This design comes from an exercise in tuning for small area, a short achievable clock period and few clock cycles on the open sky130 flow, not from production work. The RTL was checked by simulation tests, not by an equivalence proof against the original design. Power is estimated from default activity; no workload was simulated.

### flow/design.v
module eac3lc_crc_step (
    input  wire [15:0] crc_in,
    input  wire [7:0]  data,
    output reg  [15:0] crc_out
);
    integer i;
    reg [15:0] c;
    always @* begin
        c = crc_in ^ {data, 8'h00};
        for (i = 0; i < 8; i = i + 1) begin
            if (c[15])
                c = {c[14:0], 1'b0} ^ 16'h8005;
            else
                c = {c[14:0], 1'b0};
        end
        crc_out = c;
    end
endmodule
module eac3lc (
    input  wire        clk,
    input  wire        rst,
    input  wire        host_req,
    input  wire        host_we,
    input  wire        host_buf,
    input  wire [7:0]  host_addr,
    input  wire [31:0] host_wdata,
    output reg  [31:0] host_rdata,
    output wire        busy
);
    localparam [31:0] ID_VALUE = 32'h4C433136;
    localparam [3:0] R_ID = 4'h0, R_CMD = 4'h1, R_STATUS = 4'h2, R_LEN = 4'h3,
                     R_ARG_A = 4'h4, R_ARG_B = 4'h5, R_ARG_C = 4'h6, R_RESULT = 4'h7,
                     R_FCOUNT = 4'h8, R_TRIM = 4'h9, R_CURSOR = 4'hA, R_CAP = 4'hB;
    localparam [3:0] O_OK = 4'h0, O_NO_SYNC = 4'h1, O_TRUNCATED = 4'h2, O_RESYNC_EXH = 4'h3,
                     O_NOT_FOUND = 4'h4, O_ILLEGAL = 4'h5;
    localparam [3:0] S_BT0  = 4'd0,     
                     S_BT1  = 4'd1,     
                     S_BT2  = 4'd2,     
                     S_CR1  = 4'd3,     
                     S_CRC  = 4'd4,     
                     S_SCAN = 4'd5,     
                     S_FJ   = 4'd6,     
                     S_STRM = 4'd7,     
                     S_FINW = 4'd8,     
                     S_ILL  = 4'd9;
    localparam [1:0] M_FIND = 2'd0, M_SEEK = 2'd1, M_RUN = 2'd2;
    reg [511:0] mem;         
    reg [6:0]  len_q;
    reg [31:0] arg_a, arg_b, arg_c;
    reg [31:0] result;
    reg [6:0]  frame_count;
    reg [6:0]  trim;
    reg [6:0]  cursor;
    reg        st_busy, st_done;
    reg        busy_o;       
    reg [3:0]  st_outcome;
    reg [7:0]  st_last_op;
    reg        st_overrun, st_conflict;
    reg [63:0] rowq;         
    reg [31:0] regq;         
    reg [7:0]  hsel;         
    reg [3:0]  state;
    reg [1:0]  mode;         
    reg        is_run, is_fp;
    reg [1:0]  bop;          
    reg [6:0]  ptr;          
    reg [6:0]  lim;          
    reg        abig;         
    reg [6:0]  qa;           
    reg        v;            
    reg [7:0]  vmask;        
    reg        vl0, vl1;     
    reg        carry0b;      
    reg        qin;          
    reg [2:0]  bsh;          
    reg [7:0]  bval;         
    reg [15:0] crc;
    reg [6:0]  sa;           
    reg [6:0]  off;          
    reg [2:0]  lenhi;
    reg        flk;          
    reg [5:0]  flo;          
    reg [6:0]  cend;         
    reg [6:0]  oend;         
    reg        r2, r3, r7, r8, r9;    
    reg        tneg;         
    reg [5:0]  tdh;          
    reg [6:0]  cka;          
    reg [1:0]  ckp;          
    assign busy = busy_o;
    wire        h_reg_wr = host_req &  host_we & ~host_buf;
    wire        h_buf_wr = host_req &  host_we &  host_buf;
    wire [3:0]  h_reg    = host_addr[5:2];
    wire        cmd_wr   = h_reg_wr && h_reg == R_CMD;
    wire        accept   = cmd_wr && !st_busy;
    wire        h_buf_ok = !st_busy && host_addr[7:6] == 2'b00;
    wire [7:0]  cwl      = host_wdata[7:0];
    wire        cw_hi0   = host_wdata[31:8] == 24'd0;
    wire [2:0]  ra  = st_busy ? ptr[5:3] : host_addr[5:3];
    wire [63:0] row = mem[64*ra +: 64];
    wire        a_hi6   = |arg_a[31:6];
    wire        a_hi9   = |arg_a[31:9];
    wire        b_hi7   = |arg_b[31:7];
    wire        b_zero  = arg_b == 32'd0;
    wire [6:0]  cc_end  = (b_hi7 || arg_b[6:0] > len_q) ? len_q : arg_b[6:0];
    wire [7:0]  ab_sum  = {2'b00, arg_a[5:0]} + {1'b0, arg_b[6:0]};
    wire [6:0]  sf_lim  = (b_zero || b_hi7 || ab_sum >= {1'b0, len_q}) ? len_q : ab_sum[6:0];
    wire        p_lt    = !abig && ptr < lim;                
    wire [6:0]  ptr_p1  = ptr + 7'd1;
    wire [6:0]  ptr_np  = {ptr[6:1] + 6'd1, 1'b0};           
    wire [6:0]  ptr_nr  = {ptr[6:3] + 4'd1, 3'b000};         
    wire        near    = {1'b0, sa} + 8'd5 > {1'b0, lim};    
    wire [15:0] pair    = rowq[16*qa[2:1] +: 16];
    wire [7:0]  pb0     = pair[7:0];
    wire [7:0]  pb1     = pair[15:8];
    wire [7:0]  qbyte   = qa[0] ? pb1 : pb0;
    reg  [7:0]  imask;
    integer j;
    wire        i_rlt = ptr[6:3] <  lim[6:3];
    wire        i_req = ptr[6:3] == lim[6:3];
    always @* begin
        for (j = 0; j < 8; j = j + 1)
            imask[j] = (j[2:0] >= ptr[2:0]) && (i_rlt || (i_req && j[2:0] < lim[2:0]));
    end
    reg  [7:0]  i0mask;
    always @* begin
        for (j = 0; j < 8; j = j + 1)
            i0mask[j] = {4'd0, j[2:0]} < len_q;
    end
    reg  [7:0]  is0b, is77;
    reg  [7:0]  cand;
    always @* begin
        for (j = 0; j < 8; j = j + 1) begin
            is0b[j] = rowq[8*j +: 8] == 8'h0B;
            is77[j] = rowq[8*j +: 8] == 8'h77;
        end
        cand[0] = carry0b && vmask[0] && is77[0];
        for (j = 0; j < 7; j = j + 1)
            cand[j+1] = vmask[j] && vmask[j+1] && is0b[j] && is77[j+1];
    end
    reg  [2:0]  cidx;
    always @* begin
        cidx = 3'd0;
        for (j = 7; j >= 0; j = j - 1)
            if (cand[j]) cidx = j[2:0];
    end
    wire        found   = v && cand != 8'd0;
    wire [6:0]  fpos    = {qa[6:3], 3'b000} + {4'd0, cidx} - 7'd1;    
    wire [6:0]  fpos2   = {qa[6:3], 3'b000} + {4'd0, cidx} + 7'd1;    
    wire [6:0]  o0      = off;
    wire        lo_in0  = off[0];                     
    wire [7:0]  lo      = lo_in0 ? (r3 ? pb0 : 8'h00) : (r3 ? pb1 : 8'h00);
    wire [2:0]  hi      = !off[0] ? (r2 ? pb0[2:0] : 3'd0) : lenhi;
    wire        lo_now  = !flk && (o0 == 7'd3 || o0 == 7'd2);
    wire        x_le1   = hi == 3'd0 && lo < 8'd2;         
    wire        x_ge3   = hi != 3'd0 || lo >= 8'd3;        
    wire [12:0] fl      = {1'b0, hi, lo, 1'b0} + 13'd2;
    wire [12:0] ffl     = {6'd0, flo, 1'b0} + 13'd2;
    wire        f_trunc = abig || tneg || hi != 3'd0 || lo > {2'b00, tdh};
    wire [6:0]  em2     = sa + {lo[5:0], 1'b0};           
    wire [6:0]  fl_m3   = x_le1 ? 7'd0 : ({lo[5:0], 1'b0} - 7'd1);    
    function [8:0] mutate;   
        input       at7, at8, at9;
        input [7:0] b;
        begin
            mutate = {1'b0, b};
            if (at7)
                mutate = {r7, r8 ? ((b & 8'hF8) | 8'h05) : (b | 8'h04)};
            else if (at8)
                mutate = {r8, r9 ? 8'hA0 : ((b & 8'h03) | 8'hA0)};
            else if (at9)
                mutate = {r9, b & 8'h03};
        end
    endfunction
    wire        o_is6   = o0 == 7'd6;
    wire        o_is7   = o0 == 7'd7;
    wire        o_is8   = o0 == 7'd8;
    wire        o_is9   = o0 == 7'd9;
    wire [8:0]  m0      = mutate(o_is7, o_is8, o_is9, pb0);
    wire [8:0]  m1      = mutate(o_is6, o_is7, o_is8, pb1);
    wire        o_lt_c  = o0 < cend;
    wire        fc0     = o0 >= 7'd2 && (flk ? (o_lt_c || o0 == cend) : 1'b1);
    wire        fc1     = o0 >= 7'd1 && (flk ? o_lt_c : (o0 != 7'd3 || x_ge3));
    wire        s_end   = flk && o0 >= oend;      
    reg  [15:0] cu_in;
    reg  [7:0]  cu_b0, cu_b1;
    reg         cu_e0, cu_e1;
    wire [15:0] cu_s0, cu_s1;
    wire [15:0] cu_c1 = cu_e0 ? cu_s0 : cu_in;
    wire [15:0] cu_out = cu_e1 ? cu_s1 : cu_c1;
    eac3lc_crc_step u_crc0 (.crc_in(cu_in), .data(cu_b0), .crc_out(cu_s0));
    eac3lc_crc_step u_crc1 (.crc_in(cu_c1), .data(cu_b1), .crc_out(cu_s1));
    always @* begin
        cu_in = crc;
        cu_b0 = pb0;
        cu_b1 = pb1;
        cu_e0 = vl0;
        cu_e1 = vl1;
        case (state)
            S_CR1: begin
                cu_b0 = 8'h00;            
                cu_e0 = 1'b1;
                cu_e1 = 1'b0;
            end
            S_STRM: begin
                cu_b0 = m0[7:0];
                cu_b1 = m1[7:0];
                cu_e0 = fc0;
                cu_e1 = fc1;
            end
            default: ;
        endcase
    end
    wire [7:0]  bit_m = 8'h80 >> bsh;
    reg        e_we0, e_we1;
    reg [4:0]  e_wp;
    reg [7:0]  e_wd0, e_wd1;
    reg [7:0]  e_bd;            
    reg        e_bwe;           
    always @* begin
        e_bwe = 1'b0;
        e_bd  = 8'h00;
        case (state)
            S_BT1: begin
                if (bop == 2'd2) begin
                    e_bwe = qin;
                    e_bd  = crc[0] ? (qbyte | bval) : (qbyte & ~bval);
                end else if (bop == 2'd3) begin
                    if (bsh == 3'd0) begin
                        e_bwe = qin;
                        e_bd  = crc[15:8];
                    end else begin
                        e_bwe = p_lt;
                        e_bd  = (qbyte & ~bval) | crc[15:8];
                    end
                end
            end
            S_BT2: begin
                e_bwe = 1'b1;
                e_bd  = (qbyte & bval) | crc[7:0];
            end
            default: ;
        endcase
        if (ckp != 2'd0) begin
            e_wp  = cka[5:1];
            e_we0 = !cka[0];
            e_we1 = cka[0];
            e_wd0 = ckp[1] ? crc[15:8] : crc[7:0];
            e_wd1 = e_wd0;
        end else if (state == S_STRM) begin
            e_wp  = qa[5:1];
            e_we0 = m0[8];
            e_we1 = m1[8];
            e_wd0 = m0[7:0];
            e_wd1 = m1[7:0];
        end else begin
            e_wp  = qa[5:1];
            e_we0 = e_bwe && !qa[0];
            e_we1 = e_bwe && qa[0];
            e_wd0 = e_bd;
            e_wd1 = e_bd;
        end
    end
    wire       b_we0 = st_busy ? e_we0 : (h_buf_wr && h_buf_ok && !host_addr[0]);
    wire       b_we1 = st_busy ? e_we1 : (h_buf_wr && h_buf_ok &&  host_addr[0]);
    wire [4:0] b_wp  = st_busy ? e_wp  : host_addr[5:1];
    wire [7:0] b_wd0 = st_busy ? e_wd0 : host_wdata[7:0];
    wire [7:0] b_wd1 = st_busy ? e_wd1 : host_wdata[7:0];
    integer i;
    always @(posedge clk) begin
        for (i = 0; i < 32; i = i + 1) begin
            if (b_wp == i[4:0] && b_we0) mem[16*i +: 8]     <= b_wd0;
            if (b_wp == i[4:0] && b_we1) mem[16*i + 8 +: 8] <= b_wd1;
        end
    end
    wire [31:0] status_word = {14'd0, st_conflict, st_overrun, st_last_op, st_outcome,
                               2'b00, st_done, st_busy};
    reg  [31:0] reg_rdata;
    always @* begin
        case (h_reg)
            R_ID:     reg_rdata = ID_VALUE;
            R_STATUS: reg_rdata = status_word;
            R_LEN:    reg_rdata = {25'd0, len_q};
            R_ARG_A:  reg_rdata = arg_a;
            R_ARG_B:  reg_rdata = arg_b;
            R_ARG_C:  reg_rdata = arg_c;
            R_RESULT: reg_rdata = result;
            R_FCOUNT: reg_rdata = {25'd0, frame_count};
            R_TRIM:   reg_rdata = {25'd0, trim};
            R_CURSOR: reg_rdata = {25'd0, cursor};
            R_CAP:    reg_rdata = 32'd64;
            default:  reg_rdata = 32'd0;
        endcase
    end
    always @(posedge clk) begin
        rowq <= row;
        regq <= host_buf ? 32'd0 : reg_rdata;
        for (i = 0; i < 8; i = i + 1)
            hsel[i] <= host_buf && h_buf_ok && host_addr[2:0] == i[2:0];
        qa   <= st_busy ? ptr : {1'b0, host_addr[5:3], 3'b000};
        qin  <= p_lt;
    end
    reg [7:0] hbyte;
    always @* begin
        hbyte = 8'h00;
        for (i = 0; i < 8; i = i + 1)
            hbyte = hbyte | (rowq[8*i +: 8] & {8{hsel[i]}});
        host_rdata = {regq[31:8], regq[7:0] | hbyte};
    end
    always @(posedge clk) begin
        if (rst) begin
            len_q <= 7'd0;
            arg_a <= 32'd0;
            arg_b <= 32'd0;
            arg_c <= 32'd0;
        end else if (h_reg_wr) begin
            case (h_reg)
                R_LEN:   len_q <= (host_wdata[31:7] != 25'd0 || host_wdata[6]) ?
                                  7'd64 : host_wdata[6:0];
                R_ARG_A: arg_a <= host_wdata;
                R_ARG_B: arg_b <= host_wdata;
                R_ARG_C: arg_c <= host_wdata;
                default: ;
            endcase
        end
    end
    always @(posedge clk) begin
        if (rst) begin
            st_overrun  <= 1'b0;
            st_conflict <= 1'b0;
        end else begin
            if (h_reg_wr && h_reg == R_STATUS) begin
                if (host_wdata[16]) st_overrun  <= 1'b0;
                if (host_wdata[17]) st_conflict <= 1'b0;
            end
            if (cmd_wr && st_busy)
                st_overrun <= 1'b1;
            if (host_req && host_buf && st_busy)
                st_conflict <= 1'b1;
        end
    end
    reg        fin;
    reg [3:0]  fin_code;
    reg        fin_res;         
    reg [31:0] fin_val;
    reg [7:0]  dlt;             
    always @(posedge clk) begin
        fin      = 1'b0;
        fin_code = O_OK;
        fin_res  = 1'b0;
        fin_val  = 32'd0;
        dlt      = {1'b0, lim} - {1'b0, sa};
        if (rst) begin
            st_busy     <= 1'b0;
            busy_o      <= 1'b0;
            st_done     <= 1'b0;
            st_outcome  <= 4'd0;
            st_last_op  <= 8'd0;
            result      <= 32'd0;
            frame_count <= 7'd0;
            trim        <= 7'd0;
            cursor      <= 7'd0;
            ckp         <= 2'd0;
        end else if (!st_busy) begin
            if (accept) begin
                st_busy    <= 1'b1;
                busy_o     <= 1'b1;
                st_done    <= 1'b0;
                st_outcome <= 4'd0;
                st_last_op <= cwl;
                if (cw_hi0 && cwl == 8'h23) begin
                    frame_count <= 7'd0;
                    trim        <= 7'd0;
                    cursor      <= 7'd0;
                end
            end
            lim        <= cwl[4] ? cc_end : (cwl[5] && cwl[1:0] == 2'b00) ? sf_lim : len_q;
            bval       <= arg_b[7:0];
            bsh        <= arg_a[2:0];
            bop        <= cwl[1:0];
            crc        <= (cwl[4] && cwl[1]) ? arg_c[15:0] :
                          (cwl[4] && !cwl[0]) ? {arg_b[7:0], 8'h00} :
                          (arg_c[15:0] ^ {arg_b[7:0], 8'h00});
            ptr        <= (cwl[5:4] == 2'b00) ? {1'b0, arg_a[8:3]} :
                          (cwl[5] && cwl[1:0] == 2'b11) ? 7'd8 :
                          (cwl[5] && cwl[1:0] != 2'b00) ? ({1'b0, arg_a[5:0]} + 7'd2) :
                          {1'b0, arg_a[5:0]};
            sa         <= (cwl[5] && cwl[1:0] == 2'b11) ? 7'd0 : {1'b0, arg_a[5:0]};
            abig       <= (cwl[5:4] == 2'b00) ? a_hi9 : (cwl[5] && cwl[1:0] == 2'b11) ? 1'b0 : a_hi6;
            mode       <= (cwl[5] && cwl[1:0] == 2'b11) ? M_SEEK : M_FIND;
            v          <= cwl[5] && cwl[1:0] == 2'b11;
            vmask      <= i0mask;
            vl0        <= 1'b0;
            vl1        <= 1'b0;
            carry0b    <= 1'b0;
            is_run     <= cw_hi0 && cwl == 8'h23;
            is_fp      <= cwl[1];
            ckp        <= 2'd0;
            case (cwl)
                8'h01, 8'h02, 8'h03: state <= S_BT0;
                8'h10, 8'h11:        state <= S_CR1;
                8'h12:               state <= S_CRC;
                8'h20, 8'h23:        state <= S_SCAN;
                8'h21, 8'h22:        state <= S_FJ;
                default:             state <= S_ILL;
            endcase
            if (!cw_hi0) state <= S_ILL;
        end else begin
            if (ckp != 2'd0) begin
                ckp <= {1'b0, ckp[1]};
                cka <= cka + 7'd1;
            end
            v <= 1'b0;
            case (state)
                S_BT0: begin
                    bval  <= (bop == 2'd3) ? (8'hFF >> bsh) : bit_m;
                    crc   <= {bval >> bsh, bval << (4'd8 - {1'b0, bsh})};
                    if (bop != 2'd3) crc[0] <= bval[0];
                    v     <= 1'b1;
                    ptr   <= ptr_p1;
                    state <= S_BT1;
                end
                S_BT1: begin
                    if (bop == 2'd1) begin
                        fin = 1'b1; fin_res = 1'b1;
                        fin_val = {31'd0, qin & |(qbyte & bval)};
                    end else if (bop == 2'd3 && bsh != 3'd0 && p_lt) begin
                        v     <= 1'b1;
                        ptr   <= ptr_p1;
                        state <= S_BT2;
                    end else begin
                        fin = 1'b1;
                    end
                end
                S_BT2: fin = 1'b1;
                S_CR1: begin
                    fin = 1'b1; fin_res = 1'b1; fin_val = {16'd0, cu_out};
                end
                S_CRC: begin
                    if (v) crc <= cu_out;
                    vl0 <= 1'b0;
                    vl1 <= 1'b0;
                    if (p_lt) begin
                        v   <= 1'b1;
                        vl0 <= !ptr[0];
                        vl1 <= {ptr[6:1], 1'b1} < lim;
                        ptr <= ptr_np;
                    end else begin
                        fin = 1'b1; fin_res = 1'b1;
                        fin_val = {16'd0, cu_out};
                    end
                end
                S_SCAN: begin
                    if (p_lt) begin
                        v     <= 1'b1;
                        vmask <= imask;
                        ptr   <= ptr_nr;
                    end
                    if (v) carry0b <= vmask[7] && is0b[7];
                    if (mode == M_RUN && near) begin
                        v     <= 1'b0;
                        state <= S_FINW;
                    end else if (found) begin
                        if (mode == M_FIND) begin
                            fin = 1'b1; fin_res = 1'b1; fin_val = {25'd0, fpos};
                        end else begin
                            if (mode == M_SEEK) trim <= fpos;
                            sa    <= fpos;
                            ptr   <= fpos2;
                            mode  <= M_RUN;
                            v     <= 1'b0;
                            state <= S_FJ;
                        end
                    end else if (!p_lt) begin
                        fin = 1'b1;
                        case (mode)
                            M_FIND: begin
                                fin_res = 1'b1; fin_code = O_NOT_FOUND; fin_val = 32'hFFFF_FFFF;
                            end
                            M_SEEK:  fin_code = O_NO_SYNC;
                            default: fin_code = O_RESYNC_EXH;
                        endcase
                    end
                end
                S_FJ: begin
                    v     <= 1'b1;
                    ptr   <= ptr_np;
                    off   <= ptr[0] ? 7'd1 : 7'd2;
                    flk   <= 1'b0;
                    crc   <= 16'h0000;
                    r2    <= !abig && !dlt[7] && dlt[6:0] > 7'd2;
                    r3    <= !abig && !dlt[7] && dlt[6:0] > 7'd3;
                    r7    <= !dlt[7] && dlt[6:0] > 7'd7;
                    r8    <= !dlt[7] && dlt[6:0] > 7'd8;
                    r9    <= !dlt[7] && dlt[6:0] > 7'd9;
                    tneg  <= dlt[7] || dlt[6:0] < 7'd2;
                    tdh   <= dlt[6:1] - 6'd1;
                    state <= S_STRM;
                    if (is_run && near) fin = 1'b1;
                end
                S_STRM: begin
                    v   <= 1'b1;
                    ptr <= ptr_np;
                    off <= off + 7'd2;
                    crc <= cu_out;
                    if (o0 == 7'd1) lenhi <= r2 ? pb1[2:0] : 3'd0;
                    if (lo_now) begin
                        flk  <= 1'b1;
                        flo  <= lo[5:0];
                        cka  <= em2;
                        cend <= fl_m3;
                        oend <= (hi == 3'd0 && lo < 8'd6) ? 7'd8 : (fl_m3 - 7'd1);
                        if (x_le1) crc <= 16'h0000;
                        if (!is_run && !is_fp) begin
                            fin = 1'b1; fin_res = 1'b1; fin_val = {19'd0, fl};
                        end else if (f_trunc) begin
                            fin = 1'b1; fin_code = O_TRUNCATED;
                            fin_res = 1'b1; fin_val = {19'd0, fl};
                        end
                    end
                    if (s_end) begin
                        v      <= 1'b0;
                        ckp    <= 2'd2;
                        ptr    <= cka + 7'd2;
                        sa     <= cka + 7'd2;
                        carry0b <= 1'b0;
                        if (is_run) begin
                            frame_count <= frame_count + 7'd1;
                            state       <= S_SCAN;
                        end else begin
                            state <= S_FINW;
                        end
                    end
                end
                S_FINW: begin
                    if (ckp != 2'd2) begin
                        fin = 1'b1; fin_res = 1'b1;
                        fin_val = {crc, 3'd0, ffl};
                    end
                end
                default: begin
                    fin = 1'b1; fin_code = O_ILLEGAL;
                end
            endcase
            if (fin) begin
                st_outcome <= fin_code;
                st_busy    <= 1'b0;
                busy_o     <= 1'b0;
                st_done    <= 1'b1;
                if (is_run) begin
                    result <= {25'd0, frame_count};
                    cursor <= sa - trim;
                end else if (fin_res) begin
                    result <= fin_val;
                end
            end
        end
    end
endmodule
### flow/flow/run.sh
#!/bin/bash
# The standard layout, with the timing repair aiming 8 ns below the clock
# period and free to resize cells across footprints. Each step's full output
# stays in the ORFS logs under orfs/logs; make's own output goes to make.log.
set -euo pipefail
bash standard.sh SETUP_SLACK_MARGIN=8 MATCH_CELL_FOOTPRINT=0 finish > make.log 2>&1
### flow/standard.sh
#!/bin/bash
# synth_recipe.tcl (not shown) runs the flow's synth.tcl, then flattens the netlist and writes it again
# the make line also repeats each setting of config.mk as NAME=value (left out here)
make -C /OpenROAD-flow-scripts/flow DESIGN_CONFIG=/design/flow/config.mk WORK_HOME=/design/flow/orfs CLKGATE_MAP_FILE= SYNTH_SCRIPT=/design/flow/synth_recipe.tcl "${@:-finish}"
### flow/config.mk
export PLATFORM = sky130hd
export DESIGN_NAME = eac3lc
export DESIGN_NICKNAME = eac3lc
export VERILOG_FILES = /design/flow/design.v
export SDC_FILE = /design/flow/constraint.sdc
export NUM_CORES = 4
export LEC_CHECK = 0
export CAP_MARGIN = 20
export CORE_MARGIN = 2
export CORE_UTILIZATION = 40
export CTS_CLUSTER_DIAMETER = 60
export CTS_CLUSTER_SIZE = 20
export PLACE_DENSITY = 0.5
export SLEW_MARGIN = 20
### flow/constraint.sdc
create_clock -name core_clock -period 12.0 [get_ports {clk}]
set_input_delay 2.4000 -clock core_clock [delete_from_list [all_inputs] [get_ports {clk}]]
set_output_delay 2.4000 -clock core_clock [all_outputs]
set_load 0.01 [all_outputs]
==> flow_metrics.env, run 1 <==
export IMPL_io_pins=78
export IMPL_period_minus_slack_ps=4540
export IMPL_synth_area_per_cell_um2=9.63
export IMPL_slew_limit_headroom=0.212
export IMPL_fin_crit_sh=0.378
export IMPL_clk_pin_slew_worst_paths_ps=70
export IMPL_yosysMostFrequentCell="nand2_1"
export IMPL_multiInputGateArea_um2=20800
export IMPL_path_class="reg -> out"
export IMPL_cts_buffers=86
export IMPL_final_util=0.489
export IMPL_avgRoutedWirePerCell_um=26.8
export IMPL_cts_root_buffer="clkbuf_16"
export IMPL_yosysWarnings=2
export IMPL_ys_ff_latch=918
export IMPL_finalSetupViolations=0
export IMPL_clk_insertion_delay_late_ps=720
export IMPL_status="no timing/DRC/antenna violations"
export IMPL_max_cap_violations=0
export IMPL_fin_cells=6382
export IMPL_areaGrowthSynthToFinish_pct=21.4
export IMPL_hold_viol_final=0
export IMPL_synth_edf_count=632
export IMPL_wirelength_mm=171
export IMPL_synth_common_cells="nand2_1 (1083), edfxtp_1 (632), nand3_1 (409), nor2_1 (305), a21oi_1 (294)"
export IMPL_grt_overflow=0
export IMPL_yosysTopAreaCell="edfxtp_1"
export IMPL_arrival_ps=2140
export IMPL_synthDominantCellAreaShare=0.420
export IMPL_die_w_um=340
export IMPL_placementRows=123
export IMPL_cp_start_kind="register"
export IMPL_cts_sinks=918
export IMPL_die_area_um2=116000
export IMPL_die_y_um=340
export IMPL_portBuffers=77
export IMPL_grt_max_degree=129
export IMPL_power_frac_comb=0.104
export IMPL_whs_ps=457
export IMPL_ff_latch_area_um2=24700
export IMPL_grt_pass1_vias=35046
export IMPL_synth_nets=4852
export IMPL_core_area_um2=112000
export IMPL_reg2reg_setup_slack_ps=7700
export IMPL_vias_per_cell=5.90
export IMPL_vias=37622
export IMPL_hold_class="reg -> reg"
export IMPL_setup_tns_ps=0
export IMPL_seq_power_share=0.487
export IMPL_worst_pin_slew_ps=1180
export IMPL_critPathSlowestCell="a222oi_1"
export IMPL_rsz0062_at_grt="yes"
export IMPL_yosys_cell_types_count=96
export IMPL_synthFlopType="edfxtp_1"
export IMPL_antenna_found_initial=8
export IMPL_skew_ps=79.6
export IMPL_drtAntennaViolNets=0
export IMPL_drt_iter0_drc=4201
export IMPL_drc=0
export IMPL_place_congestion=0.956
export IMPL_leakage_nw=20.0
export IMPL_p_int_mw=5.20
export IMPL_start_util=0.403
export IMPL_cp_end_kind="primary output"
export IMPL_grtUsageTotal=0.287
export IMPL_ir_drop_mv=0.117
export IMPL_critPathMaxStageDelay_ps=570
export IMPL_worstPathCellList="a222oi_1 > nand3_2 > buf_6"
export IMPL_syn_inst=4699
export IMPL_drive_gt1_frac=0.172
export IMPL_worstPathRequired_ps=9600
export IMPL_tritoncts="yes"
export IMPL_finalMaxSlewViolations=0
export IMPL_drt_pass1_iter_count=8
export IMPL_async_flop_share=0
export IMPL_nets=4959
export IMPL_ctsLongestPathBuffers=3
export IMPL_p_clk_frac=0.409
export IMPL_synth_top_cells_by_area="edfxtp_1 (42%), dfxtp_1 (13%), nand2_1 (9.0%), nand3_1 (4.5%), a21oi_1 (3.3%)"
export IMPL_dpl_cell_count=6010
export IMPL_path_max_fanout=4
export IMPL_cts_hold_buffers=0
export IMPL_netlist_area_um2=45200
export IMPL_sw_frac_of_total=0.276
export IMPL_seq_area_frac_synth=0.546
export IMPL_ctsHtreeMaxLevel=3
export IMPL_grt_pass1_wl_mm=247
export IMPL_fill_cells=10511
export IMPL_dp_hpwl_mm=112
export IMPL_fmax_mhz=220
export IMPL_netSwitchingPower_mw=1.98
export IMPL_power_density_nw_per_um2=131
## state kept, by name, summed over array words and instances, names as in the netlist, 8 cells and up
| name | flops |
|---|---|
| arg_c | 32 |
| arg_a | 32 |
| st_last_op | 8 |
| regq | 32 |
| mem | 512 |
| hsel | 8 |
| vmask | 8 |
| crc | 16 |
| arg_b | 32 |
| bval | 8 |
| result | 32 |
| rowq | 64 |
## worst paths after layout
kind                            cells past startpoint                    from                       to
worst max register to register                     20        qa[1]$_SDFF_PN0_  result[15]$_SDFFE_PP0P_
worst max-delay path                                3         hsel[2]$_DFF_P_            host_rdata[1]
worst min-delay path                                2  arg_c[17]$_SDFFE_PP0P_   arg_c[17]$_SDFFE_PP0P_
worst min register to register                      2  arg_c[17]$_SDFFE_PP0P_   arg_c[17]$_SDFFE_PP0P_
## per-stage QoR
step | instance area [um^2] | power (mW) | worst slack (ps)
final | 54900 | 7.18 | 7460
after detailed placement | 47800 | 4.22 | 6040
after CTS | 53800 | 7.20 | 7440
after global routing | 54900 | 7.40 | 7410
after global placement | 47800 | 4.22 | 6090
after floorplan | 46000 | 3.95 | 7740
## power groups by stage
stage / registers, mW / logic, mW / clock network, mW
floorplan: 3.51 / 0.440 / 0
global placement: 3.57 / 0.656 / 0
detailed placement: 3.56 / 0.657 / 0
CTS: 3.49 / 0.713 / 2.99
global route: 3.49 / 0.799 / 3.11
finish: 3.50 / 0.747 / 2.94
## area by class of cell
cell class | count | share of cell area
Antenna cell | 2 | 0.0000911
Clock buffer | 98 | 0.0408
Clock inverter | 64 | 0.0146
Inverter | 115 | 0.00891
Multi-Input combinational cell | 3330 | 0.379
Sequential cell | 918 | 0.450
Tap cell | 1500 | 0.0342
Timing Repair Buffer | 355 | 0.0715
## placed cells by master, fill, tap and decap left out, drive strengths merged, types with 19 or more instances in the layout
master,instances
a211oi,29
a21o,32
a21oi,295
a221oi,27
a222oi,19
a22o,25
a22oi,67
a31oi,47
and2,26
and3,28
buf,274
clkbuf,115
clkdlybuf4s50,25
clkinv,28
dfxtp,286
dlymetal6s2s,39
edfxtp,632
ha,104
inv,135
mux2i,48
nand2,1083
nand2b,26
nand3,409
nand4,24
nor2,306
nor2b,29
nor3,49
nor4,30
o21ai,205
o221ai,24
o22ai,23
xnor2,89
xor2,45
## per-layer routing
layer | GRT usage | wire (um)
met1 | 0.398 | 72600
met2 | 0.452 | 77900
met3 | 0.0412 | 12200
met4 | 0.117 | 7960
met5 | 0 | 41
## what timing repair did
item / CTS / global route
pin swaps: 115 / 56
buffers inserted: 125 / 66
resized for setup: 349 / 118
gates cloned: 15 / 2
endpoints found under the setup margin: 868 / 597
## worst max-delay path, delay by kind of cell (launching register included)
kind,cells,cell delay [ps]
simple gates,1,270
buf+inv,1,200
flops,1,380
compound gates,1,570
## logic make-up after synthesis
family | share of synthesized area
AND/OR/NAND/NOR | 0.204
adder cells (fa/ha/maj) | 0.0305
other | 0.0000829
AO/OA/AOI/OAI | 0.127
XOR/XNOR | 0.0282
buffers and inverters | 0.0405
multiplexers | 0.0235
flip-flops | 0.546
Testbench counts, summed over its fixed seeds: cycles 26,169.
==> inputs of run 2 (changes only) <==
--- a/flow/design.v
+++ b/flow/design.v
@@ -58,7 +58,8 @@
     reg        st_overrun, st_conflict;
     reg [63:0] rowq;         
     reg [31:0] regq;         
-    reg [7:0]  hsel;         
+    reg [31:0] hq4;          
+    reg [3:0]  hsel;         
     reg [3:0]  state;
     reg [1:0]  mode;         
     reg        is_run, is_fp;
@@ -295,16 +296,17 @@
     always @(posedge clk) begin
         rowq <= row;
         regq <= host_buf ? 32'd0 : reg_rdata;
-        for (i = 0; i < 8; i = i + 1)
-            hsel[i] <= host_buf && h_buf_ok && host_addr[2:0] == i[2:0];
+        hq4  <= host_addr[2] ? row[63:32] : row[31:0];
+        for (i = 0; i < 4; i = i + 1)
+            hsel[i] <= host_buf && h_buf_ok && host_addr[1:0] == i[1:0];
         qa   <= st_busy ? ptr : {1'b0, host_addr[5:3], 3'b000};
         qin  <= p_lt;
     end
     reg [7:0] hbyte;
     always @* begin
         hbyte = 8'h00;
-        for (i = 0; i < 8; i = i + 1)
-            hbyte = hbyte | (rowq[8*i +: 8] & {8{hsel[i]}});
+        for (i = 0; i < 4; i = i + 1)
+            hbyte = hbyte | (hq4[8*i +: 8] & {8{hsel[i]}});
         host_rdata = {regq[31:8], regq[7:0] | hbyte};
     end
     always @(posedge clk) begin
==> run 2 against run 1 <==
  * Still clean on timing, DRC and antenna
  * Die area increased by 0.97%
  * Area after synthesis increased by 0.98%
  * Clock skew decreased by 47 ps
  * Combinational power increased by 11%
  * Clock power increased by 6%
  * Worst hold slack got worse by 3.8 ps
  * Non-clock buffer count increased by 23
  * Cell area increased by 2.2%
  * Count of clock-buffer cells in the layout increased by 1
  * Utilization increased by 0.86 points
  * Critical endpoint is now result[5]$_SDFFE_PP0P_
  * Largest cell class unchanged
  * Largest power group unchanged
==> flow_metrics.env, run 2 <==
export IMPL_synth_common_cells="nand2_1 (1082), edfxtp_1 (632), a21oi_1 (328), dfxtp_1 (314), nor2_1 (286)"
export IMPL_drt_iter0_drc=3983
export IMPL_fin_ws_ps=7660
export IMPL_finalMaxSlewViolations=0
export IMPL_grt_max_degree=87
export IMPL_ys_ff_latch=946
export IMPL_seq_power_share=0.477
export IMPL_cp_end_kind="register"
export IMPL_io_pins=78
export IMPL_leakage_nw=20.4
export IMPL_ir_drop_mv=0.177
export IMPL_vias_per_cell=5.89
export IMPL_die_area_um2=117000
export IMPL_regMostFlops="mem"
export IMPL_p_int_mw=5.46
export IMPL_netSwitchingPower_mw=2.07
export IMPL_clk_insertion_delay_late_ps=720
export IMPL_dp_hpwl_mm=113
export IMPL_grt_pass1_vias=35488
export IMPL_drive_gt1_frac=0.198
export IMPL_ctsLongestPathBuffers=3
export IMPL_status="no timing/DRC/antenna violations"
export IMPL_yosysMostFrequentCell="nand2_1"
export IMPL_core_area_um2=113000
export IMPL_final_cell_mix="nand2_1 (1050), edfxtp_1 (632), dfxtp_1 (305)"
export IMPL_synth_edf_count=632
export IMPL_cts_sinks=946
export IMPL_nets=4899
export IMPL_grtUsageTotal=0.294
export IMPL_syn_inst=4591
export IMPL_async_flop_share=0
export IMPL_cp_start_kind="register"
export IMPL_yosysWarnings=2
export IMPL_final_common_cell="nand2_1"
export IMPL_skew_ps=32.4
export IMPL_setup_tns_ps=0
export IMPL_path_max_fanout=7
export IMPL_power_frac_comb=0.110
export IMPL_synthFlopType="edfxtp_1"
export IMPL_period_minus_slack_ps=4340
export IMPL_sw_frac_of_total=0.275
export IMPL_place_ws_ps=5550
export IMPL_crit_reg2reg_launch="qa[1]$_SDFF_PN0_"
export IMPL_arrival_ps=4910
export IMPL_drtAntennaViolNets=0
export IMPL_path_class="reg -> reg"
export IMPL_hold_viol_final=0
export IMPL_yosysTopAreaCell="edfxtp_1"
export IMPL_fin_crit_sh=0.362
export IMPL_ctsHtreeMaxLevel=3
export IMPL_areaGrowthSynthToFinish_pct=22.9
export IMPL_cp_startpoint="qa[1]$_SDFF_PN0_"
export IMPL_grt_pass1_wl_mm=252
export IMPL_vias=37224
export IMPL_worstPathRequired_ps=12570
export IMPL_place_congestion=0.964
export IMPL_drt_pass1_iter_count=8
export IMPL_synthDominantCellAreaShare=0.415
export IMPL_cts_root_buffer="clkbuf_16"
export IMPL_tritoncts="yes"
export IMPL_drc=0
export IMPL_seq_area_frac_synth=0.553
export IMPL_netlist_area_um2=45700
export IMPL_finalSetupViolations=0
export IMPL_grt_overflow=0
export IMPL_die_w_um=342
export IMPL_reg_largest_list="mem x512, rowq x64"
export IMPL_worst_pin_slew_ps=1240
export IMPL_cts_buffers=90
export IMPL_max_cap_violations=0
export IMPL_antenna_found_initial=8
export IMPL_p_clk_frac=0.413
export IMPL_hold_class="reg -> reg"
export IMPL_rsz0062_at_grt="yes"
export IMPL_placementRows=123
export IMPL_slew_limit_headroom=0.169
export IMPL_yosys_cell_types_count=92
export IMPL_largest_reg_flops=512
export IMPL_start_util=0.405
export IMPL_synth_top_cells_by_area="edfxtp_1 (42%), dfxtp_1 (14%), nand2_1 (8.9%), a21oi_1 (3.6%), ha_1 (2.8%)"
export IMPL_holdCritStartpoint="st_last_op[6]$_SDFFE_PP0P_"
export IMPL_avgRoutedWirePerCell_um=27.7
export IMPL_portBuffers=77
export IMPL_clk_pin_slew_worst_paths_ps=70
export IMPL_power_density_nw_per_um2=134
export IMPL_die_y_um=342
export IMPL_synth_nets=4744
export IMPL_wirelength_mm=175
export IMPL_fmax_mhz=230
export IMPL_synth_area_per_cell_um2=9.95
-- run 2: power groups by stage --
stage,registers [mW],clock network [mW],logic [mW]
6_report,3.59,3.11,0.831
2_1_floorplan,3.61,0,0.439
3_3_place_gp,3.66,0,0.650
3_5_place_dp,3.66,0,0.649
4_1_cts,3.59,3.15,0.765
5_1_grt,3.59,3.27,0.880
-- run 2: per-stage QoR --
step           hold slack [ps]  instance area, um^2  power (mW)  instances  utilization
5_1_grt                    485                56100        7.74       6324        0.498
2_1_floorplan              429                46300        4.05       4591            -
6_report                   453                56100        7.53       6325        0.498
4_1_cts                    456                55000        7.51       6277        0.488
3_5_place_dp               446                48200        4.31       5921        0.427
3_3_place_gp               439                48200        4.31       5921        0.427
-- run 2: worst paths after layout --
kind                                                    to  slack [ps]  cells after the start
worst max-delay path                result[5]$_SDFFE_PP0P_        7660                     20
worst max register to register      result[5]$_SDFFE_PP0P_        7660                     20
worst min register to register  st_last_op[6]$_SDFFE_PP0P_         450                      2
worst min-delay path            st_last_op[6]$_SDFFE_PP0P_         450                      2
-- run 2: kinds of logic after synthesis --
kind of cell               count (synthesis)  synth area share
AOI/OAI and AO/OA                        961             0.131
xor gates and xnor gates                 146            0.0293
adders and majority gates                108            0.0302
buffers and inverters                    429            0.0376
DFF                                      946             0.553
muxes                                    156            0.0427
other                                      1         0.0000821
and+or+nand+nor                         1844             0.176
-- run 2: critical path: stages (launching register included) --
cell and delay, ps:
dfxtp_4 400, buf_12 150, mux4_2 610, mux2_4 340
nand2_8 90, clkinvlp_4 150, ha_4 230, o21a_1 90
o21a_1 160, o21a_1 170, o21ai_2 120, a32oi_2 70
nor4_2 140, buf_4 170, a21boi_2 60, buf_6 140
buf_6 120, a22oi_2 360, o211ai_1 200, a222oi_1 310
nor2_1 60
-- run 2: area by class of cell --
type	count	area [um^2]
Antenna cell	1	2.50
Clock buffer	99	2350
Multi-Input combinational cell	3220	20900
Fill cell	10237	56700
Timing Repair inverter	3	33.8
Tap cell	1500	1880
Timing Repair Buffer	378	4320
Clock inverter	71	897
Sequential cell	946	25300
Inverter	107	455
-- run 2: repair_timing --
item | in CTS | in global routing
pin swaps | 126 | 86
setup buffers | 163 | 44
gates cloned | 23 | 3
setup endpoints to repair | 880 | 647
hold buffers | 0 | 0
gates resized for setup | 360 | 140
-- run 2: layer usage --
metal  up-vias  track usage  routed length, um
met3       403       0.0509              13200
met1     18436        0.393              72600
met2      1586        0.468              80800
li1      16793            -                  -
met5         -            0                 45
met4         6        0.131               8660
Testbench counts of run 2, summed over its fixed seeds: cycles 26,169.
==> inputs of run 3 (changes only) <==
--- a/flow/config.mk
+++ b/flow/config.mk
@@ -7,8 +7,8 @@
 export LEC_CHECK = 0
 export CAP_MARGIN = 20
 export CORE_MARGIN = 2
-export CORE_UTILIZATION = 40
+export CORE_UTILIZATION = 50
 export CTS_CLUSTER_DIAMETER = 60
 export CTS_CLUSTER_SIZE = 20
-export PLACE_DENSITY = 0.5
+export PLACE_DENSITY = 0.6
 export SLEW_MARGIN = 20
==> run 3 against run 2 <==
  * Non-clock buffer count down 39
  * Setup slack worse by 130 ps
  * Cell area down 3.1%
  * Fmax down 2.9%
  * Worst hold slack better by 7.4 ps
  * Die area down 20%
  * Utilization up 11 points
  * Synthesized cell count unchanged
  * Combinational power about the same
  * Critical path depth unchanged
  * Count of clock-buffer cells in the layout down 5
==> flow_metrics.env, run 3 <==
export IMPL_yosysWarnings=2
export IMPL_fin_cells=5941
export IMPL_fin_crit_sh=0.373
export IMPL_avgRoutedWirePerCell_um=27.3
export IMPL_fill_cells=7489
export IMPL_arrival_ps=5040
export IMPL_diodes=0
export IMPL_vias=37159
export IMPL_grt_pass1_wl_mm=233
export IMPL_period_minus_slack_ps=4470
export IMPL_async_flop_share=0
export IMPL_vias_per_cell=6.25
export IMPL_max_cap_violations=0
export IMPL_setup_tns_ps=0
export IMPL_yosysTopAreaCell="edfxtp_1"
export IMPL_yosysMostFrequentCell="nand2_1"
export IMPL_cts_root_buffer="clkbuf_16"
export IMPL_ctsLongestPathBuffers=3
export IMPL_synth_adder_area_share=0.0302
export IMPL_wirelength_mm=162
export IMPL_skew_ps=49.4
export IMPL_sw_frac_of_total=0.262
export IMPL_seq_area_frac_synth=0.553
export IMPL_fin_ws_ps=7530
export IMPL_synthFlopType="edfxtp_1"
export IMPL_clk_pin_slew_worst_paths_ps=80
export IMPL_nets=4851
export IMPL_reg_largest_list="mem x512, rowq x64"
export IMPL_cts_buffers=81
export IMPL_largest_reg_flops=512
export IMPL_crit_end="result[5]$_SDFFE_PP0P_"
export IMPL_place_congestion=1.04
export IMPL_ctsHtreeMaxLevel=3
export IMPL_tritoncts="yes"
export IMPL_rr_worst_depth=20
export IMPL_syn_inst=4591
export IMPL_cts_sinks=946
export IMPL_power_density_nw_per_um2=134
export IMPL_drt_pass1_iter_count=6
export IMPL_antenna_found_initial=0
export IMPL_path_max_fanout=8
export IMPL_leakage_nw=19.8
export IMPL_dpl_cell_count=5589
export IMPL_fmax_mhz=223
export IMPL_p_clk_frac=0.396
export IMPL_finalSetupViolations=0
export IMPL_netlist_area_um2=45700
export IMPL_core_area_um2=90300
export IMPL_drt_iter0_drc=4632
export IMPL_drtAntennaViolNets=0
export IMPL_yosys_area_share_simple=0.176
export IMPL_worst_pin_slew_ps=1150
export IMPL_hold_class="reg -> reg"
export IMPL_synth_area_per_cell_um2=9.95
export IMPL_grt_overflow=0
export IMPL_final_common_cell="nand2_1"
export IMPL_status="no timing/DRC/antenna violations"
export IMPL_ir_drop_mv=0.146
export IMPL_yosys_cell_types_count=92
export IMPL_reg2reg_setup_slack_ps=7530
export IMPL_grtUsageTotal=0.336
export IMPL_placementRows=110
export IMPL_portBuffers=77
export IMPL_cp_end_kind="register"
export IMPL_cp_start_kind="register"
export IMPL_finalMaxSlewViolations=0
export IMPL_die_area_um2=93800
export IMPL_drc=0
export IMPL_place_ws_ps=6000
export IMPL_clk_insertion_delay_late_ps=710
export IMPL_ys_ff_latch=946
export IMPL_dp_hpwl_mm=103
export IMPL_areaGrowthSynthToFinish_pct=19.1
export IMPL_synth_edf_count=632
export IMPL_yosys_area_share_xor_xnor=0.0293
export IMPL_slew_limit_headroom=0.231
export IMPL_synth_nets=4744
export IMPL_worstPathRequired_ps=12560
export IMPL_cp_startpoint="qa[1]$_SDFF_PN0_"
export IMPL_synth_common_cells="nand2_1 (1082), edfxtp_1 (632), a21oi_1 (328), dfxtp_1 (314), nor2_1 (286)"
export IMPL_total_power_mw=7.29
export IMPL_power_frac_comb=0.114
export IMPL_muxShareOfSynthArea=0.0427
export IMPL_synthDominantCellAreaShare=0.415
export IMPL_start_util=0.506
export IMPL_r2r_end="result[5]$_SDFFE_PP0P_"
export IMPL_seq_power_share=0.490
export IMPL_grt_max_degree=120
export IMPL_holdCritStartpoint="arg_c[31]$_SDFFE_PP0P_"
export IMPL_path_class="reg -> reg"
export IMPL_regMostFlops="mem"
export IMPL_final_cell_mix="nand2_1 (1048), edfxtp_1 (632), dfxtp_1 (308)"
export IMPL_die_y_um=306
export IMPL_synth_top_cells_by_area="edfxtp_1 (42%), dfxtp_1 (14%), nand2_1 (8.9%), a21oi_1 (3.6%), ha_1 (2.8%)"
export IMPL_crit_reg2reg_launch="qa[1]$_SDFF_PN0_"
export IMPL_rsz0062_at_grt="yes"
export IMPL_p_int_mw=5.38
export IMPL_grt_pass1_vias=34574
export IMPL_netSwitchingPower_mw=1.91
export IMPL_final_util=0.603
export IMPL_synth_top_family_by_area="simple AND/OR/NAND/NOR gates"
export IMPL_synth_compound_area_share=0.131
export IMPL_drive_gt1_frac=0.182
export IMPL_hold_viol_final=0
export IMPL_die_w_um=306
export IMPL_io_pins=78
[run 3: cells by family (layout without fill, tap and decap cells)]
kind of cell               after synthesis  in the layout
xor gates and xnor gates               146            146
adders and majority gates              108            108
AOI/OAI and AO/OA                      961            963
other                                    1              1
and+or+nand+nor                       1844           1848
muxes                                  156            156
DFF                                    946            946
buffers and inverters                  429            597
[run 3: timing repair]
item,in CTS,in global routing
gates resized for setup,371,106
endpoints found under the hold margin,0,0
pin swaps,102,63
cloned,19,7
buffers inserted,122,54
hold buffers,0,0
endpoints found under the setup margin,870,552
[run 3: layout make-up]
type | count | area (um^2) | area share
Tap cell | 1176 | 1470 | 0.0270
Inverter | 107 | 469 | 0.00862
Clock inverter | 56 | 737 | 0.0135
Timing Repair Buffer | 339 | 3550 | 0.0653
Clock buffer | 94 | 2150 | 0.0395
Sequential cell | 946 | 25300 | 0.465
Multi-Input combinational cell | 3222 | 20700 | 0.381
Timing Repair inverter | 1 | 11.3 | 0.000207
[run 3: power groups by stage]
stage | Combinational, mW | Clock, mW | Sequential (mW)
after floorplan | 0.439 | 0 | 3.61
after global placement | 0.646 | 0 | 3.65
after detailed placement | 0.646 | 0 | 3.65
after CTS | 0.746 | 2.91 | 3.57
after global routing | 0.879 | 3.03 | 3.57
final | 0.833 | 2.89 | 3.57
[run 3: worst max-delay path, cell delays in order (launching register included)]
cell and delay, ps:
dfxtp_4 390, buf_12 150, buf_6 100, mux4_2 570, mux2_4 320, nand2_8 100, inv_8 40, ha_4 200
o21a_1 90, o21a_1 160, o21a_1 160, o21ai_1 120, a32oi_1 80, nor4_2 380, a21boi_1 140, buf_6 160
buf_4 130, a22oi_2 430, o211ai_1 200, a222oi_1 330, nor2_1 60
[run 3: how the worst min path moves through the flow]
stage                     slack (ps)  cells past startpoint                         end
after CTS                        460                      2      arg_c[18]$_SDFFE_PP0P_
after detailed placement         450                      2      arg_c[18]$_SDFFE_PP0P_
after global routing             480                      2  st_last_op[4]$_SDFFE_PP0P_
final                            460                      2      arg_c[31]$_SDFFE_PP0P_
after floorplan                  430                      2      cursor[6]$_SDFFE_PP0P_
after global placement           440                      2  st_last_op[5]$_SDFFE_PP0P_
[run 3: through the flow]
stage	hold slack, ps	area, um^2
6_report	461	54400
5_1_grt	478	54400
4_1_cts	458	53300
3_5_place_dp	447	47700
3_3_place_gp	441	47700
2_1_floorplan	429	46300
[run 3: metal layers]
layer / part of all wire / global-route usage / up-vias
met3: 0.088 / 0.0617 / 473
met4: 0.061 / 0.168 / 0
met1: 0.40 / 0.451 / 18153
met2: 0.45 / 0.523 / 1868
met5: 0 / 0 / -
li1: - / - / 16665
==> inputs of run 4 (changes only) <==
--- a/flow/config.mk
+++ b/flow/config.mk
@@ -7,8 +7,8 @@
 export LEC_CHECK = 0
 export CAP_MARGIN = 20
 export CORE_MARGIN = 2
-export CORE_UTILIZATION = 50
+export CORE_UTILIZATION = 46
 export CTS_CLUSTER_DIAMETER = 60
 export CTS_CLUSTER_SIZE = 20
-export PLACE_DENSITY = 0.6
+export PLACE_DENSITY = 0.56
 export SLEW_MARGIN = 20
==> run 4 against run 3 <==
  * Area after synthesis is the same
  * Sequential power about the same
  * Worst hold slack worse by 6.7 ps
  * Sequential share of layout area fell by 0.44 points
  * Clock power rose by 8.0%
  * Cell area grew 0.92%
  * Setup slack gained 140 ps
  * Combinational power is 1% lower
  * Register-to-register slack gained 140 ps
  * Synthesized cell count stayed put
  * Critical endpoint is now result[12]$_SDFFE_PP0P_
==> flow_metrics.env, run 4 <==
export IMPL_status="no timing/DRC/antenna violations"
export IMPL_holdCritStartpoint="st_last_op[6]$_SDFFE_PP0P_"
export IMPL_placementRows=115
export IMPL_drt_iter0_drc=4226
export IMPL_synth_nets=4744
export IMPL_portBuffers=77
export IMPL_cts_root_buffer="clkbuf_16"
export IMPL_yosys_area_share_simple=0.176
export IMPL_async_flop_share=0
export IMPL_ir_drop_mv=0.115
export IMPL_hold_end="st_last_op[6]$_SDFFE_PP0P_"
export IMPL_largest_reg_flops=512
export IMPL_rr_worst_depth=26
export IMPL_syn_inst=4591
export IMPL_areaGrowthSynthToFinish_pct=20.2
export IMPL_synth_compound_area_share=0.131
export IMPL_hold_class="reg -> reg"
export IMPL_clk_pin_slew_worst_paths_ps=80
export IMPL_synthDominantCellAreaShare=0.415
export IMPL_drive_gt1_frac=0.181
export IMPL_synth_top_cells_by_area="edfxtp_1 (42%), dfxtp_1 (14%), nand2_1 (8.9%), a21oi_1 (3.6%), ha_1 (2.8%)"
export IMPL_final_cell_mix="nand2_1 (1048), edfxtp_1 (632), dfxtp_1 (309)"
export IMPL_vias_per_cell=6.14
export IMPL_grt_pass1_vias=34673
export IMPL_place_congestion=0.985
export IMPL_whs_ps=454
export IMPL_cts_buffers=90
export IMPL_reg_largest_list="mem x512, rowq x64"
export IMPL_die_w_um=319
export IMPL_yosysWarnings=2
export IMPL_finalSetupViolations=0
export IMPL_fmax_mhz=231
export IMPL_netlist_area_um2=45700
export IMPL_yosysTopAreaCell="edfxtp_1"
export IMPL_hold_viol_final=0
export IMPL_cts_hold_buffers=0
export IMPL_yosysMostFrequentCell="nand2_1"
export IMPL_core_area_um2=98400
export IMPL_regMostFlops="mem"
export IMPL_yosys_area_share_xor_xnor=0.0293
export IMPL_max_cap_violations=0
export IMPL_setup_tns_ps=0
export IMPL_synth_adder_area_share=0.0302
export IMPL_die_area_um2=102000
export IMPL_synth_area_per_cell_um2=9.95
export IMPL_crit_reg2reg_launch="qa[1]$_SDFF_PN0_"
export IMPL_ctsHtreeMaxLevel=3
export IMPL_grtUsageTotal=0.319
export IMPL_finalMaxSlewViolations=0
export IMPL_final_util=0.558
export IMPL_clk_insertion_delay_late_ps=710
export IMPL_drc=0
export IMPL_synthFlopType="edfxtp_1"
export IMPL_fill_cells=8591
export IMPL_path_max_fanout=9
export IMPL_start_util=0.464
export IMPL_muxShareOfSynthArea=0.0427
export IMPL_arrival_ps=4890
export IMPL_seq_area_frac_synth=0.553
export IMPL_worstHoldPathCells=2
export IMPL_leakage_nw=20.0
export IMPL_power_density_nw_per_um2=137
export IMPL_final_common_cell="nand2_1"
export IMPL_antenna_found_initial=2
export IMPL_synth_top_family_by_area="simple AND/OR/NAND/NOR gates"
export IMPL_ys_ff_latch=946
export IMPL_synth_common_cells="nand2_1 (1082), edfxtp_1 (632), a21oi_1 (328), dfxtp_1 (314), nor2_1 (286)"
export IMPL_drtAntennaViolNets=0
export IMPL_period_minus_slack_ps=4330
export IMPL_cp_end_kind="register"
export IMPL_skew_ps=49.5
export IMPL_path_class="reg -> reg"
export IMPL_grt_pass1_wl_mm=240
export IMPL_worstPathRequired_ps=12560
export IMPL_dp_hpwl_mm=107
export IMPL_r2r_end="result[12]$_SDFFE_PP0P_"
export IMPL_die_y_um=319
export IMPL_io_pins=78
export IMPL_nets=4856
export IMPL_final_cell_area_um2=54900
export IMPL_synth_edf_count=632
export IMPL_rsz0062_at_grt="yes"
export IMPL_tritoncts="yes"
export IMPL_wirelength_mm=167
export IMPL_slew_limit_headroom=0.188
export IMPL_fin_crit_sh=0.361
export IMPL_cts_sinks=946
export IMPL_avgRoutedWirePerCell_um=27.5
export IMPL_vias=37232
export IMPL_grt_max_degree=76
export IMPL_ctsLongestPathBuffers=3
export IMPL_worst_pin_slew_ps=1210
export IMPL_grt_overflow=0
export IMPL_reg2reg_setup_slack_ps=7670
export IMPL_yosys_cell_types_count=92
export IMPL_cp_start_kind="register"
export IMPL_place_area_um2=47900
export IMPL_drt_pass1_iter_count=8
export IMPL_total_power_mw=7.53
-- run 4: cell counts after synthesis --
No cell type changed its count.
-- run 4: layer usage --
layer / vias up / GRT usage / share of wire
li1: 16682 / - / -
met1: 18350 / 0.440 / 0.42
met2: 1805 / 0.494 / 0.45
met3: 395 / 0.0474 / 0.074
met4: 0 / 0.150 / 0.052
met5: - / 0 / 0
-- run 4: worst max-delay path by stage --
stage	startpoint	slack, ps	depth (start not counted)	endpoint
finish	qa[1]$_SDFF_PN0_	7670	26	result[12]$_SDFFE_PP0P_
global route	qa[1]$_SDFF_PN0_	7520	26	result[16]$_SDFFE_PP0P_
CTS	hsel[1]$_DFF_P_	7690	3	host_rdata[7]
detailed placement	host_addr[5]	5890	5	mem[474]$_DFFE_PP_
global placement	host_addr[5]	5940	5	mem[478]$_DFFE_PP_
floorplan	host_addr[2]	7770	6	mem[296]$_DFFE_PP_
-- run 4: final cells by class --
cell class,instances,area (um^2),share of cell area
sequential,946,25300,0.460
tap,1287,1610,0.0293
multi-input combinational,3219,20600,0.376
clock inverter,70,891,0.0162
timing repair buffer,337,3640,0.0663
timing repair inverter,2,22.5,0.000410
clock buffer,99,2370,0.0432
antenna,1,2.50,0.0000456
inverter,107,460,0.00838
-- run 4: kinds of logic (layout without fill, tap and decap cells) --
logic type | Yosys count | after routing
AO/OA/AOI/OAI | 961 | 961
XOR/XNOR | 146 | 146
adder cells (fa/ha/maj) | 108 | 108
buffers and inverters | 429 | 615
flip-flops | 946 | 946
multiplexers | 156 | 156
other | 1 | 2
AND/OR/NAND/NOR | 1844 | 1847
-- run 4: timing repair --
action / CTS / global route
endpoints found under the hold margin: 0 / 0
setup buffers: 130 / 45
endpoints found under the setup margin: 866 / 645
cloned: 20 / 4
pin swaps: 91 / 58
resized for setup: 309 / 137
-- run 4: worst max-delay path: stages (launching register included) --
cell      delay [ps]
dfxtp_4          370
buf_12           140
mux4_2           620
nand2_2          100
nand2_2           60
nand2_4          100
clkinv_4          80
ha_4             210
nor2b_4          120
o21a_1           160
o21a_1           160
o21a_1           170
o21ai_2          120
a32oi_2           80
nor4_2           150
buf_4            170
a21boi_2          60
buf_6            120
buf_12           120
or2_1            200
o211ai_1         200
buf_4            180
buf_8            120
buf_12           130
a21oi_1           50
a21oi_1          140
nor2_1            50
-- run 4: where the power goes --
| group | leakage (nW) | internal, mW | switching [mW] | total [mW] |
|---|---|---|---|---|
| logic | 10.0 | 0.318 | 0.506 | 0.824 |
| clock network | 1.57 | 1.63 | 1.49 | 3.12 |
| registers | 8.35 | 3.52 | 0.0639 | 3.58 |
| total | 20.0 | 5.47 | 2.06 | 7.53 |
-- run 4: per-stage QoR --
step | cells | worst slack (ps)
2_1_floorplan | 4591 | 7770
3_3_place_gp | 5699 | 5940
3_5_place_dp | 5699 | 5890
4_1_cts | 6018 | 7690
5_1_grt | 6067 | 7520
6_report | 6068 | 7670
==> inputs of run 5 (changes only) <==
==> flow/flow/run.sh (replaced) <==
#!/bin/bash
# The standard layout, with the timing repair aiming 7.5 ns below the clock
# period and free to resize cells across footprints. Each step's full output
# stays in the ORFS logs under orfs/logs; make's own output goes to make.log.
set -euo pipefail
bash standard.sh SETUP_SLACK_MARGIN=7.5 MATCH_CELL_FOOTPRINT=0 finish > make.log 2>&1
==> run 5 against run 4 <==
  * Still clean
  * Die area unchanged
  * Area after synthesis stayed put
  * Register-to-register slack lost 70 ps
  * Power decreased by 1.7%
  * Wire length is 5.1% lower
  * Cell area down 4.4%
  * Largest cell class unchanged
  * Largest power group unchanged
==> flow_metrics.env, run 5 <==
export IMPL_synth_nets=4744
export IMPL_p_int_mw=5.36
export IMPL_place_area_um2=47400
export IMPL_vias_per_cell=6.09
export IMPL_die_w_um=319
export IMPL_synth_top_cells_by_area="edfxtp_1 (42%), dfxtp_1 (14%), nand2_1 (8.9%), a21oi_1 (3.6%), ha_1 (2.8%)"
export IMPL_ctsLongestPathBuffers=3
export IMPL_grt_max_degree=103
export IMPL_fin_cells=5945
export IMPL_finalSetupViolations=0
export IMPL_place_congestion=1.00
export IMPL_total_power_mw=7.40
export IMPL_skew_ps=64.3
export IMPL_synthDominantCellAreaShare=0.415
export IMPL_async_flop_share=0
export IMPL_final_common_cell="nand2_1"
export IMPL_netSwitchingPower_mw=2.04
export IMPL_largest_reg_flops=512
export IMPL_path_max_fanout=8
export IMPL_clk_pin_slew_worst_paths_ps=70
export IMPL_arrival_ps=4930
export IMPL_cts_hold_buffers=0
export IMPL_ctsHtreeMaxLevel=3
export IMPL_cts_sinks=946
export IMPL_nets=4734
export IMPL_yosysTopAreaCell="edfxtp_1"
export IMPL_avgRoutedWirePerCell_um=26.7
export IMPL_areaGrowthSynthToFinish_pct=15.0
export IMPL_start_util=0.464
export IMPL_fin_crit_sh=0.379
export IMPL_regMostFlops="mem"
export IMPL_placementRows=115
export IMPL_finalMaxSlewViolations=0
export IMPL_cts_root_buffer="clkbuf_16"
export IMPL_die_area_um2=102000
export IMPL_portBuffers=77
export IMPL_vias=36213
export IMPL_slew_limit_headroom=0.217
export IMPL_die_y_um=319
export IMPL_critPathSlowestCell="clkdlybuf4s50_1"
export IMPL_final_cell_mix="nand2_1 (1062), edfxtp_1 (632), a21oi_1 (321)"
export IMPL_sw_frac_of_total=0.276
export IMPL_worst_pin_slew_ps=1160
export IMPL_dpl_cell_count=5698
export IMPL_max_cap_violations=0
export IMPL_core_area_um2=98400
export IMPL_ys_ff_latch=946
export IMPL_yosysWarnings=2
export IMPL_drc=0
export IMPL_antenna_found_initial=4
export IMPL_synth_common_cells="nand2_1 (1082), edfxtp_1 (632), a21oi_1 (328), dfxtp_1 (314), nor2_1 (286)"
export IMPL_leakage_nw=18.9
export IMPL_diodes=0
export IMPL_synth_area_per_cell_um2=9.95
export IMPL_grtUsageTotal=0.304
export IMPL_netlist_area_um2=45700
export IMPL_worstPathRequired_ps=12380
export IMPL_cp_startpoint="host_addr[4]"
export IMPL_ir_drop_mv=0.121
export IMPL_cts_buffers=91
export IMPL_power_frac_comb=0.096
export IMPL_cp_start_kind="input pin"
export IMPL_status="no timing/DRC/antenna violations"
export IMPL_wirelength_mm=158
export IMPL_synthFlopType="edfxtp_1"
export IMPL_hold_viol_final=0
export IMPL_rsz0062_at_grt="yes"
export IMPL_reg2reg_setup_slack_ps=7600
export IMPL_setup_tns_ps=0
export IMPL_drt_iter0_drc=4490
export IMPL_critPathMaxStageDelay_ps=550
export IMPL_dp_hpwl_mm=106
export IMPL_reg_largest_list="mem x512, rowq x64"
export IMPL_path_class="in -> reg"
export IMPL_yosys_cell_types_count=92
export IMPL_crit_reg2reg_launch="state[1]$_DFFE_PP_"
export IMPL_final_cell_area_um2=52500
export IMPL_synth_edf_count=632
export IMPL_io_pins=78
export IMPL_power_density_nw_per_um2=141
export IMPL_grt_pass1_wl_mm=231
export IMPL_p_clk_frac=0.420
export IMPL_grt_overflow=0
export IMPL_clk_insertion_delay_late_ps=730
export IMPL_syn_inst=4591
export IMPL_cp_end_kind="register"
export IMPL_fmax_mhz=220
export IMPL_drt_pass1_iter_count=9
export IMPL_seq_power_share=0.484
export IMPL_worstPathCellList="clkdlybuf4s50_1 > nor2_1 > a31oi_2 > nor2_1 > nand2_1 > nor2_4"
export IMPL_seq_area_frac_synth=0.553
export IMPL_holdCritStartpoint="st_last_op[0]$_SDFFE_PP0P_"
export IMPL_hold_class="reg -> reg"
export IMPL_drive_gt1_frac=0.131
export IMPL_drtAntennaViolNets=0
export IMPL_tritoncts="yes"
export IMPL_period_minus_slack_ps=4550
export IMPL_fill_cells=8766
export IMPL_yosysMostFrequentCell="nand2_1"
export IMPL_crit_top_cell="nor2_1"
export IMPL_grt_pass1_vias=33921
==> run 5: cell counts after synthesis <==
Identical to the previous run, type by type.
==> run 5: path summary, 6_finish.rpt <==
check,end,cells after the start
setup / recovery,mem[260]$_DFFE_PP_,6
hold reg to reg,st_last_op[0]$_SDFFE_PP0P_,2
hold / removal,st_last_op[0]$_SDFFE_PP0P_,2
setup reg to reg,result[9]$_SDFFE_PP0P_,17
==> run 5: final cells by class <==
type | count | area [um^2] | share of cell area
sequential | 946 | 25300 | 0.481
multi-input combinational | 3218 | 19700 | 0.376
clock buffer | 97 | 2360 | 0.0450
timing repair buffer | 217 | 2210 | 0.0421
tap | 1287 | 1610 | 0.0307
clock inverter | 73 | 892 | 0.0170
inverter | 107 | 437 | 0.00831
==> run 5: cells by family (layout without fill, tap and decap cells) <==
family,count (synthesis),after routing,share of synthesized area
xor+xnor,146,146,0.0293
compound gates,961,962,0.131
simple gates,1844,1845,0.176
mux,156,156,0.0427
other cells,1,1,0.0000821
fa+ha+maj,108,108,0.0302
buf+inv,429,494,0.0376
flops,946,946,0.553
==> run 5: worst max-delay path, delay by kind of cell <==
| kind | cells | cell delay [ps] |
|---|---|---|
| compound gates | 1 | 170 |
| simple gates | 4 | 1780 |
| buf+inv | 1 | 550 |
==> run 5: layer usage <==
metal,part of all wire,global-route usage,wire [um]
met5,0.000082,0,13
met4,0.049,0.134,7820
met3,0.081,0.0524,12900
met2,0.45,0.472,71700
met1,0.42,0.417,66000
==> run 5: what timing repair did <==
action                                  in CTS  in global routing
gates cloned                                 6                  3
setup buffers                               36                 32
pin swaps                                   25                 18
endpoints found under the setup margin     810                500
gates resized for setup                    215                 66
==> run 5: power by group through the flow <==
stage	clock, mW	combinational (mW)	sequential (mW)
3_3_place_gp	0	0.637	3.66
2_1_floorplan	0	0.431	3.61
4_1_cts	3.14	0.668	3.58
3_5_place_dp	0	0.641	3.66
6_report	3.11	0.709	3.58
5_1_grt	3.26	0.756	3.58
==> run 5: metrics by stage <==
stage / utilization / worst slack, ps / hold WS (ps)
floorplan: - / 7420 / 429
global placement: 0.481 / 5720 / 440
detailed placement: 0.482 / 5640 / 445
CTS: 0.527 / 7510 / 454
global route: 0.534 / 7460 / 473
finish: 0.534 / 7450 / 452

==> static timing again, ports no longer ideal <==
How much do the figures lean on ideal ports? The routed layouts below were timed once more, with nothing changed but the port constraints.
Step 1 sets driving cells, clkbuf_16 on the clock port and buf_2 on the other inputs (assumed; they add their load-dependent delay and slew).
Step 2 adds t to the input delays and takes it off the output delays; t is the mean of the earliest and latest rising clock arrival at the registers after step 1. Input paths then give back, and output paths get back, about the clock's delay inside the block.
Three values: ideal ports, drivers, drivers and shift; two values: the first two.
| run | t, ns | slack for setup (ns) | worst slew at a driven data input, ns |
|---|---|---|---|
| run 1 | 0.757 | 7.461 / 7.383 / 7.192 | 0.08 |
| run 2 | 0.780 | 7.656 / 7.656 / 7.140 | 0.14 |
| run 3 | 0.752 | 7.526 / 7.526 / 7.267 | 0.04 |
| run 4 | 0.762 | 7.669 / 7.627 / 7.228 | 0.04 |
| run 5 | 0.777 | 7.449 / 7.490 / 6.713 | 0.09 |
After both steps setup and hold are still met in every run listed. For run 5, which loses most, drivers alone change the setup slack by +0.041 ns; drivers and shift together by -0.736 ns.
